Source: an optimization exercise on an open RTL-to-GDS flow (aim: small area, a short achievable clock period and few clock cycles per item). Production flows keep margins and buffers that such runs may drop. At most, simulation tests tie the RTL to the original design; equivalence was not proved. Power and IR drop assume default switching activity.

==> trial 18: inputs <==
==> flow/design.v <==
module tfv_frontend (
    input              clk,
    input              rst,             
    input              start,           
    input              clear,           
    input      [7:0]   codec_sel,       
    input      [1:0]   transport_sel,   
    input      [31:0]  buf_len,         
    output             mem_req,
    output     [10:0]  mem_addr,
    input              mem_gnt,
    input      [7:0]   mem_rdata,
    output     [1:0]   state,           
    output     [3:0]   err_code,
    output     [7:0]   err_detail,
    output     [31:0]  err_offset,
    output     [63:0]  err_expected,
    output     [63:0]  err_actual,
    output     [15:0]  crc_result,
    output     [7:0]   rec_count,
    output     [31:0]  rec_size,
    output             dg_valid,
    output     [15:0]  dg_packet_id,
    output     [7:0]   dg_seq_id,
    output     [15:0]  dg_decl_len,
    output     [119:0] dev_id
);
    localparam [1:0] ST_IDLE = 2'd0, ST_BUSY = 2'd1, ST_OK = 2'd2, ST_ERR = 2'd3;
    localparam [3:0] E_INVALID_PARAM = 4'd1, E_TOO_SHORT = 4'd2, E_LENGTH = 4'd3,
                     E_PREAMBLE = 4'd4, E_CHECKSUM = 4'd5, E_MARKER = 4'd6,
                     E_DEVID_LEN = 4'd7, E_CODEC = 4'd8, E_REC_COUNT = 4'd9;
    localparam [2:0] K_NONE  = 3'd0,
                     K_LEN   = 3'd1,    
                     K_PRE   = 3'd2,    
                     K_CODEC = 3'd3,    
                     K_N1    = 3'd4,    
                     K_N2    = 3'd5,    
                     K_IDL   = 3'd6,    
                     K_LAST  = 3'd7;    
    reg [1:0]   st;
    reg [7:0]   codec_r;
    reg [1:0]   tr_r;
    reg [31:0]  n_r;
    wire        dg = tr_r[0];
    reg         rq;
    reg [10:0]  ra;
    reg         pre;           
    reg         dv;            
    reg [2:0]   dk;            
    reg         dc;            
    reg [143:0] srn;           
    wire [143:0] sr = ~srn;
    reg [15:0]  crc;
    reg [7:0]   n1;
    reg         cm;            
    reg         nm;            
    reg [10:0]  q;
    reg [7:0]   rm;
    reg [3:0]   dcnt;
    reg         dact;
    reg         ep;            
    reg         fin;           
    reg         cbad;          
    reg [3:0]   code;
    reg [1:0]   sub;
    function [15:0] crc8;
        input [15:0] c;
        input [7:0]  b;
        integer k;
        begin
            crc8 = c ^ {8'h00, b};
            for (k = 0; k < 8; k = k + 1)
                crc8 = crc8[0] ? ((crc8 >> 1) ^ 16'hA001) : (crc8 >> 1);
        end
    endfunction
    wire [11:0] n12  = n_r[11:0];
    wire [12:0] nmk  = {1'b0, n12} - (dg ? 13'd2 : 13'd12);
    wire in_codec_ok = (codec_sel == 8'h08) || (codec_sel == 8'h8E) || (codec_sel == 8'h10);
    wire in_n_big    = (buf_len > 32'd2048);
    wire in_short    = transport_sel[0] ? (buf_len < 32'd2) : (buf_len < 32'd8);
    wire in_dg_pre   = (buf_len[11:0] >= 12'd26);
    wire take_start  = (st != ST_BUSY) && start && !clear;
    wire take_clear  = (st != ST_BUSY) && clear;
    wire [11:0] ra_inc = {1'b0, ra} + 12'd1;
    reg  [10:0] ra_nx;
    reg         rq_last;
    reg  [2:0]  rk;
    always @* begin
        ra_nx   = ra_inc[10:0];
        rq_last = 1'b0;
        rk      = K_NONE;
        if (!dg) begin
            if (ra == 11'd7) ra_nx = 11'd0;
            if (ra == 11'd3) ra_nx = 11'd8;
            rq_last = (ra_inc == n12);
            if (ra == 11'd7)      rk = K_LEN;
            else if (ra == 11'd3) rk = K_PRE;
            else if (ra == 11'd8) rk = K_CODEC;
            else if (ra == 11'd9) rk = K_N1;
            else if (rq_last)     rk = K_LAST;
        end else if (pre) begin
            if (ra == 11'd23)      begin ra_nx = 11'd24;      rk = K_CODEC; end
            else if (ra == 11'd24) begin ra_nx = nmk[10:0] + 11'd1; rk = K_N1; end
            else                   begin ra_nx = 11'd0;       rk = K_N2; end
        end else begin
            case (ra[4:0])
            5'd1: ra_nx = 11'd4;
            5'd4: ra_nx = 11'd6;
            5'd7: ra_nx = 11'd2;
            5'd3: ra_nx = 11'd5;
            5'd5: ra_nx = 11'd8;
            default: ;
            endcase
            rq_last = (ra == 11'd22) || (ra == 11'd1 && n12 < 12'd23);
            if (ra == 11'd1)       rk = K_LEN;
            else if (ra == 11'd4)  rk = K_PRE;
            else if (ra == 11'd7)  rk = K_IDL;
            else if (ra == 11'd22) rk = K_LAST;
        end
    end
    wire take = rq && mem_gnt;
    wire        proc  = (st == ST_BUSY) && dv && !ep && !fin;
    wire [7:0]  rd    = mem_rdata;
    wire [31:0] low   = {sr[23:0], rd};
    wire        len_eq = dg ? (low[15:0] == {4'd0, nmk[11:0]})
                            : (!nmk[12] && low == {20'd0, nmk[11:0]});
    wire [8:0]  dsh   = {rm, q[10]};
    wire        dfit  = dsh >= {1'b0, n1};
    wire [8:0]  dsub  = dsh - {1'b0, n1};
    wire        plen_lt3 = dg ? (n12 < 12'd26) : (n12 < 12'd15);
    wire        cb_now   = !dg && (low != {16'd0, crc});
    wire        n2_bad   = !dg && !cm && (sr[31:24] != n1);
    wire        fe_cb    = fin ? cbad : cb_now;
    wire        fe_nm    = fin ? nm : (nm || n2_bad);
    reg  [1:0]  fe_st;
    reg  [3:0]  fe_code;
    reg  [1:0]  fe_sub;
    always @* begin
        fe_st   = ST_ERR;
        fe_code = 4'd0;
        fe_sub  = 2'd0;
        if (fe_cb) begin
            fe_code = E_CHECKSUM;
        end else if (plen_lt3) begin
            fe_code = E_TOO_SHORT; fe_sub = 2'd2;
        end else if (cm) begin
            fe_code = E_CODEC;
        end else if (fe_nm) begin
            fe_code = E_REC_COUNT;
        end else if (n1 == 8'd0) begin
            if (q != 11'd0) begin
                fe_code = E_REC_COUNT; fe_sub = 2'd1;
            end else
                fe_st = ST_OK;
        end else if (rm != 8'd0) begin
            fe_code = E_REC_COUNT; fe_sub = 2'd2;
        end else
            fe_st = ST_OK;
    end
    wire [32:0] lexp = {1'b0, dg ? 16'd0 : sr[31:16], sr[15:0]} + (dg ? 33'd2 : 33'd12);
    always @(posedge clk) begin
        dv <= take;
        if (take) begin
            ra <= ra_nx;
            dk <= rk;
            dc <= !dg && (ra >= 11'd11) && !rq_last;
            if (dg && pre && ra != 11'd23 && ra != 11'd24)
                pre <= 1'b0;
            if (rq_last)
                rq <= 1'b0;
        end
        if (dact && st == ST_BUSY) begin
            rm   <= dfit ? dsub[7:0] : dsh[7:0];
            q    <= {q[9:0], dfit};
            dcnt <= dcnt - 4'd1;
            if (dcnt == 4'd0)
                dact <= 1'b0;
        end
        if (rst) begin
            st   <= ST_IDLE;
            rq   <= 1'b0;
            code <= 4'd0;
            crc  <= 16'd0;
        end else if (st != ST_BUSY) begin
            if (take_clear) begin
                st   <= ST_IDLE;
                code <= 4'd0;
                crc  <= 16'd0;
            end else if (take_start) begin
                st      <= ST_BUSY;
                codec_r <= codec_sel;
                tr_r    <= transport_sel;
                n_r     <= buf_len;
                crc     <= 16'd0;
                cm      <= 1'b0;
                nm      <= 1'b0;
                fin     <= 1'b0;
                dact    <= 1'b0;
                q       <= buf_len[10:0] - (transport_sel[0] ? 11'd26 : 11'd15);
                ep      <= 1'b1;
                rq      <= 1'b0;
                sub     <= 2'd0;
                if (!in_codec_ok) begin
                    code <= E_INVALID_PARAM; sub <= 2'd1;
                end else if (transport_sel[1]) begin
                    code <= E_INVALID_PARAM; sub <= 2'd2;
                end else if (in_n_big) begin
                    code <= E_INVALID_PARAM; sub <= 2'd3;
                end else if (in_short) begin
                    code <= E_TOO_SHORT;
                end else begin
                    code <= 4'd0;
                    ep   <= 1'b0;
                    rq   <= 1'b1;
                    if (!transport_sel[0]) begin
                        ra <= 11'd4; pre <= 1'b0;
                    end else if (in_dg_pre) begin
                        ra <= 11'd23; pre <= 1'b1;
                    end else begin
                        ra <= 11'd0; pre <= 1'b0;
                    end
                end
            end
        end else begin
            if (ep) begin
                st <= ST_ERR;
                if (code == E_LENGTH)
                    srn[32:0] <= ~lexp;
            end else if (fin) begin
                if (!dact) begin
                    st   <= fe_st;
                    code <= fe_code;
                    sub  <= fe_sub;
                end
            end else if (proc) begin
                srn <= {srn[135:0], ~rd};
                if (dc)
                    crc <= crc8(crc, sr[23:16]);
                case (dk)
                K_LEN: begin
                    if (!len_eq) begin
                        code <= E_LENGTH; ep <= 1'b1; rq <= 1'b0;
                    end else if (dg && n12 < 12'd23) begin
                        code <= E_TOO_SHORT; sub <= 2'd1; ep <= 1'b1; rq <= 1'b0;
                    end
                end
                K_PRE: begin
                    if (dg ? (rd != 8'd1) : (low != 32'd0)) begin
                        code <= dg ? E_MARKER : E_PREAMBLE; ep <= 1'b1; rq <= 1'b0;
                    end
                end
                K_IDL: begin
                    if (low[15:0] != 16'd15) begin
                        code <= E_DEVID_LEN; ep <= 1'b1; rq <= 1'b0;
                    end
                end
                K_CODEC: begin
                    if (rd != codec_r) begin
                        cm <= 1'b1; rm <= rd;
                    end
                end
                K_N1: begin
                    n1 <= rd;
                    if (rd != 8'd0 && !cm) begin
                        dact <= 1'b1; rm <= 8'd0; dcnt <= 4'd10;
                    end
                end
                K_N2: begin
                    if (!cm && rd != n1) begin
                        nm <= 1'b1; rm <= rd; dact <= 1'b0;
                    end
                end
                K_LAST: begin
                    cbad <= cb_now;
                    if (n2_bad) begin
                        nm <= 1'b1; rm <= sr[31:24]; dact <= 1'b0;
                    end
                    if (dact && !n2_bad) begin
                        fin <= 1'b1;
                    end else begin
                        st   <= fe_st;
                        code <= fe_code;
                        sub  <= fe_sub;
                    end
                end
                default: ;
                endcase
            end
        end
    end
    wire ok    = (st == ST_OK);
    wire dg_ok = ok && dg;
    wire c1 = (code == E_INVALID_PARAM);
    wire c2 = (code == E_TOO_SHORT);
    wire c3 = (code == E_LENGTH);
    wire c4 = (code == E_PREAMBLE);
    wire c5 = (code == E_CHECKSUM);
    wire c6 = (code == E_MARKER);
    wire c7 = (code == E_DEVID_LEN);
    wire c8 = (code == E_CODEC);
    wire c9 = (code == E_REC_COUNT);
    wire [10:0] pbase = dg ? 11'd23 : 11'd8;
    wire [10:0] n_off = n_r[10:0] - (c5 ? 11'd4 : dg ? 11'd1 : 11'd5);
    wire [1:0]  plen2 = dg ? n_r[1:0] + 2'd1 : n_r[1:0];
    reg [10:0] off;
    reg [32:0] exp_v;
    reg [31:0] act_v;
    always @* begin
        off   = 11'd0;
        exp_v = 33'd0;
        act_v = 32'd0;
        case (code)
        E_INVALID_PARAM: begin
            exp_v = (sub == 2'd3) ? 33'd2048 : 33'd0;
            act_v = (sub == 2'd1) ? {24'd0, codec_r} : (sub == 2'd2) ? {30'd0, tr_r} : n_r;
        end
        E_TOO_SHORT: begin
            if (sub == 2'd2) begin
                off = pbase; exp_v = 33'd3; act_v = {30'd0, plen2};
            end else begin
                exp_v = (sub == 2'd1) ? 33'd23 : dg ? 33'd2 : 33'd8;
                act_v = n_r;
            end
        end
        E_LENGTH: begin
            off = dg ? 11'd0 : 11'd4; exp_v = sr[32:0]; act_v = n_r;
        end
        E_PREAMBLE: begin
            act_v = sr[31:0];
        end
        E_CHECKSUM: begin
            off = n_off; exp_v = {17'd0, crc}; act_v = sr[31:0];
        end
        E_MARKER: begin
            off = 11'd4; exp_v = 33'd1; act_v = {24'd0, sr[7:0]};
        end
        E_DEVID_LEN: begin
            off = 11'd6; exp_v = 33'd15; act_v = {16'd0, sr[15:0]};
        end
        E_CODEC: begin
            off = pbase; exp_v = {25'd0, codec_r}; act_v = {24'd0, rm};
        end
        E_REC_COUNT: begin
            if (sub == 2'd0) begin
                off = n_off; exp_v = {25'd0, n1}; act_v = {24'd0, rm};
            end else begin
                off = pbase + 11'd2;
                act_v = (sub == 2'd1) ? {21'd0, q} : {24'd0, rm};
            end
        end
        default: ;
        endcase
    end
    assign mem_req      = rq;
    assign mem_addr     = ra;
    assign state        = st;
    assign err_code     = code;
    assign err_detail   = c1 ? {6'd0, sub} : 8'd0;
    assign err_offset   = {21'd0, off};
    assign err_expected = {31'd0, exp_v};
    assign err_actual   = {32'd0, act_v};
    assign crc_result   = crc;
    assign rec_count    = ok ? n1 : 8'd0;
    assign rec_size     = ok ? {21'd0, q} : 32'd0;
    assign dg_valid     = dg_ok;
    assign dg_packet_id = dg_ok ? sr[143:128] : 16'd0;
    assign dg_seq_id    = dg_ok ? sr[127:120] : 8'd0;
    assign dg_decl_len  = dg_ok ? {4'd0, nmk[11:0]} : 16'd0;
    assign dev_id       = dg_ok ? sr[119:0] : 120'd0;
endmodule
==> flow/run.sh <==
#!/bin/bash
# synth_recipe.tcl (not shown) runs the flow's synth.tcl, then flattens the netlist and writes it again
# the make line also repeats each setting of config.mk as NAME=value (left out here)
make -C /OpenROAD-flow-scripts/flow DESIGN_CONFIG=/design/flow/config.mk WORK_HOME=/design/flow/orfs CLKGATE_MAP_FILE= SYNTH_SCRIPT=/design/flow/synth_recipe.tcl finish
==> flow/config.mk <==
export PLATFORM = sky130hd
export DESIGN_NAME = tfv_frontend
export DESIGN_NICKNAME = tfv_frontend
export VERILOG_FILES = /design/flow/design.v
export SDC_FILE = /design/flow/constraint.sdc
export NUM_CORES = 4
export LEC_CHECK = 0
export CAP_MARGIN = 20
export CORE_MARGIN = 2
export CORE_UTILIZATION = 40
export SETUP_SLACK_MARGIN = 3.5
export SLEW_MARGIN = 20
==> flow/constraint.sdc <==
create_clock -name core_clock -period 6.0 [get_ports {clk}]
set_input_delay 1.2000 -clock core_clock [delete_from_list [all_inputs] [get_ports {clk}]]
set_output_delay 1.2000 -clock core_clock [all_outputs]
set_load 0.01 [all_outputs]
==> inputs of trial 86, as changes to trial 18 <==
--- a/flow/design.v
+++ b/flow/design.v
@@ -49,6 +49,5 @@
     reg [2:0]   dk;            
     reg         dc;            
-    reg [143:0] srn;           
-    wire [143:0] sr = ~srn;
+    reg [143:0] sr;
     reg [15:0]  crc;
     reg [7:0]   n1;
@@ -61,5 +60,4 @@
     reg         ep;            
     reg         fin;           
-    reg         cbad;          
     reg [3:0]   code;
     reg [1:0]   sub;
@@ -129,33 +127,5 @@
     wire [8:0]  dsub  = dsh - {1'b0, n1};
     wire        plen_lt3 = dg ? (n12 < 12'd26) : (n12 < 12'd15);
-    wire        cb_now   = !dg && (low != {16'd0, crc});
-    wire        n2_bad   = !dg && !cm && (sr[31:24] != n1);
-    wire        fe_cb    = fin ? cbad : cb_now;
-    wire        fe_nm    = fin ? nm : (nm || n2_bad);
-    reg  [1:0]  fe_st;
-    reg  [3:0]  fe_code;
-    reg  [1:0]  fe_sub;
-    always @* begin
-        fe_st   = ST_ERR;
-        fe_code = 4'd0;
-        fe_sub  = 2'd0;
-        if (fe_cb) begin
-            fe_code = E_CHECKSUM;
-        end else if (plen_lt3) begin
-            fe_code = E_TOO_SHORT; fe_sub = 2'd2;
-        end else if (cm) begin
-            fe_code = E_CODEC;
-        end else if (fe_nm) begin
-            fe_code = E_REC_COUNT;
-        end else if (n1 == 8'd0) begin
-            if (q != 11'd0) begin
-                fe_code = E_REC_COUNT; fe_sub = 2'd1;
-            end else
-                fe_st = ST_OK;
-        end else if (rm != 8'd0) begin
-            fe_code = E_REC_COUNT; fe_sub = 2'd2;
-        end else
-            fe_st = ST_OK;
-    end
+    wire        crc_bad  = !dg && (sr[31:0] != {16'd0, crc});
     wire [32:0] lexp = {1'b0, dg ? 16'd0 : sr[31:16], sr[15:0]} + (dg ? 33'd2 : 33'd12);
     always @(posedge clk) begin
@@ -164,5 +134,5 @@
             ra <= ra_nx;
             dk <= rk;
-            dc <= !dg && (ra >= 11'd11) && !rq_last;
+            dc <= !dg && (ra >= 11'd12);
             if (dg && pre && ra != 11'd23 && ra != 11'd24)
                 pre <= 1'b0;
@@ -226,15 +196,30 @@
                 st <= ST_ERR;
                 if (code == E_LENGTH)
-                    srn[32:0] <= ~lexp;
+                    sr[32:0] <= lexp;
             end else if (fin) begin
                 if (!dact) begin
-                    st   <= fe_st;
-                    code <= fe_code;
-                    sub  <= fe_sub;
+                    st <= ST_ERR;
+                    if (crc_bad) begin
+                        code <= E_CHECKSUM;
+                    end else if (plen_lt3) begin
+                        code <= E_TOO_SHORT; sub <= 2'd2;
+                    end else if (cm) begin
+                        code <= E_CODEC;
+                    end else if (nm) begin
+                        code <= E_REC_COUNT; sub <= 2'd0;
+                    end else if (n1 == 8'd0) begin
+                        if (q != 11'd0) begin
+                            code <= E_REC_COUNT; sub <= 2'd1;
+                        end else
+                            st <= ST_OK;
+                    end else if (rm != 8'd0) begin
+                        code <= E_REC_COUNT; sub <= 2'd2;
+                    end else
+                        st <= ST_OK;
                 end
             end else if (proc) begin
-                srn <= {srn[135:0], ~rd};
+                sr <= {sr[135:0], rd};
                 if (dc)
-                    crc <= crc8(crc, sr[23:16]);
+                    crc <= crc8(crc, sr[31:24]);
                 case (dk)
                 K_LEN: begin
@@ -272,15 +257,8 @@
                 end
                 K_LAST: begin
-                    cbad <= cb_now;
-                    if (n2_bad) begin
+                    fin <= 1'b1;
+                    if (!dg && !cm && sr[31:24] != n1) begin
                         nm <= 1'b1; rm <= sr[31:24]; dact <= 1'b0;
                     end
-                    if (dact && !n2_bad) begin
-                        fin <= 1'b1;
-                    end else begin
-                        st   <= fe_st;
-                        code <= fe_code;
-                        sub  <= fe_sub;
-                    end
                 end
                 default: ;
--- a/flow/config.mk
+++ b/flow/config.mk
@@ -9,4 +9,3 @@
 export CORE_MARGIN = 2
 export CORE_UTILIZATION = 40
-export SETUP_SLACK_MARGIN = 3.5
 export SLEW_MARGIN = 20
==> inputs of trial 64, as changes to trial 18 <==
--- a/flow/design.v
+++ b/flow/design.v
@@ -41,5 +41,5 @@
     reg [7:0]   codec_r;
     reg [1:0]   tr_r;
-    reg [31:0]  n_r;
+    reg [11:0]  n_r;           
     wire        dg = tr_r[0];
     reg         rq;
@@ -74,5 +74,5 @@
         end
     endfunction
-    wire [11:0] n12  = n_r[11:0];
+    wire [11:0] n12  = n_r;
     wire [12:0] nmk  = {1'b0, n12} - (dg ? 13'd2 : 13'd12);
     wire in_codec_ok = (codec_sel == 8'h08) || (codec_sel == 8'h8E) || (codec_sel == 8'h10);
@@ -191,5 +191,6 @@
                 codec_r <= codec_sel;
                 tr_r    <= transport_sel;
-                n_r     <= buf_len;
+                n_r     <= buf_len[11:0];
+                srn[31:0] <= ~buf_len;    
                 crc     <= 16'd0;
                 cm      <= 1'b0;
@@ -313,5 +314,5 @@
         E_INVALID_PARAM: begin
             exp_v = (sub == 2'd3) ? 33'd2048 : 33'd0;
-            act_v = (sub == 2'd1) ? {24'd0, codec_r} : (sub == 2'd2) ? {30'd0, tr_r} : n_r;
+            act_v = (sub == 2'd1) ? {24'd0, codec_r} : (sub == 2'd2) ? {30'd0, tr_r} : sr[31:0];
         end
         E_TOO_SHORT: begin
@@ -320,9 +321,9 @@
             end else begin
                 exp_v = (sub == 2'd1) ? 33'd23 : dg ? 33'd2 : 33'd8;
-                act_v = n_r;
+                act_v = {20'd0, n_r};
             end
         end
         E_LENGTH: begin
-            off = dg ? 11'd0 : 11'd4; exp_v = sr[32:0]; act_v = n_r;
+            off = dg ? 11'd0 : 11'd4; exp_v = sr[32:0]; act_v = {20'd0, n_r};
         end
         E_PREAMBLE: begin
@@ -366,5 +367,5 @@
     assign dg_packet_id = dg_ok ? sr[143:128] : 16'd0;
     assign dg_seq_id    = dg_ok ? sr[127:120] : 8'd0;
-    assign dg_decl_len  = dg_ok ? {4'd0, nmk[11:0]} : 16'd0;
+    assign dg_decl_len  = dg_ok ? {5'd0, nmk[10:0]} : 16'd0;
     assign dev_id       = dg_ok ? sr[119:0] : 120'd0;
 endmodule
--- a/flow/config.mk
+++ b/flow/config.mk
@@ -9,4 +9,4 @@
 export CORE_MARGIN = 2
 export CORE_UTILIZATION = 40
-export SETUP_SLACK_MARGIN = 3.5
+export SETUP_SLACK_MARGIN = 2.5
 export SLEW_MARGIN = 20
==> run notes <==
Worst Tran Pin Value 1.120 ns; dpl hpwl 47130 µm; CP max-delay cell or4_4; commonest non-fill, non-tap cell in the layout nor2_1; Sw Share 29.39%; xor and xnor area share after synthesis 9.240%; Synth Cell Area 0.01620 mm²; Cell Chain, Critical Path nor2b_4, and3_4, nor2_4, ha_4, a21boi_4, or4_4, nor3_4, xnor2_1, nor2_1, buf_2; Post-Synth Simple-Gate Area 20.23%; status timing/DRC/antenna clean; Starting Density about two fifths; Cell variety after synth 87; largest stage delay on the critical path 0.48 ns; Clock group 0.00180 W
That was trial 64.
==> run notes <==
status timing/DRC/antenna clean; largest stage delay on the critical path 0.56 ns; Cell variety after synth 86; Worst Tran Pin Value a little over 0.9 ns; Sw Share 29.13%; Synth Cell Area 0.01673 mm²; Clock group 0.00190 W
That was trial 18.
==> run notes <==
largest stage delay on the critical path 0.63 ns; dpl hpwl 43110 µm; Synth Cell Area 0.01706 mm²; Cell variety after synth 75; Cell Chain, Critical Path nor2b_1, nor2b_1, nand2_1, clkinv_1, nor2_1, ha_1, a21boi_0, or4_1, or3_1, a21oi_1, clkdlybuf4s50_1; commonest non-fill, non-tap cell in the layout clkdlybuf4s50_1; status timing/DRC/antenna clean
That was trial 86.
Testbench counts of trial 86, summed over its fixed seeds: cycles 63,058, frames 384.
No functional check of the RTL was part of trial 18 and trial 64.

[what the ideal ports hide]
In the flow no input, the clock included, has a driving cell. The finished layouts below were timed again as built, in two steps.
Step 1: set_driving_cell puts a clkbuf_16 on clk and a buf_2 on each other input, an assumption about the parent block.
Step 2 moves the port delays by t, midway between the first and last clock arrival at a register: inputs arrive t later, outputs are due t later. That takes back most of the time a late clock gives input paths.
Three values: no drivers, after step 1, after step 2; two values: the first two.
run | t (ns) | setup WS [ns] | worst data-port slew with drivers (ns)
trial 18 | 0.665 | 1.842 / 1.783 / 1.961 | 0.05
trial 86 | 0.633 | 0.554 / 0.498 / 1.131 | 0.08
trial 64 | 0.637 | 1.987 / 1.931 / 1.882 | 0.06
After both steps every run listed still meets setup and hold. For trial 64, which loses most, drivers alone change the setup slack by -0.056 ns; drivers and shift together by -0.105 ns.
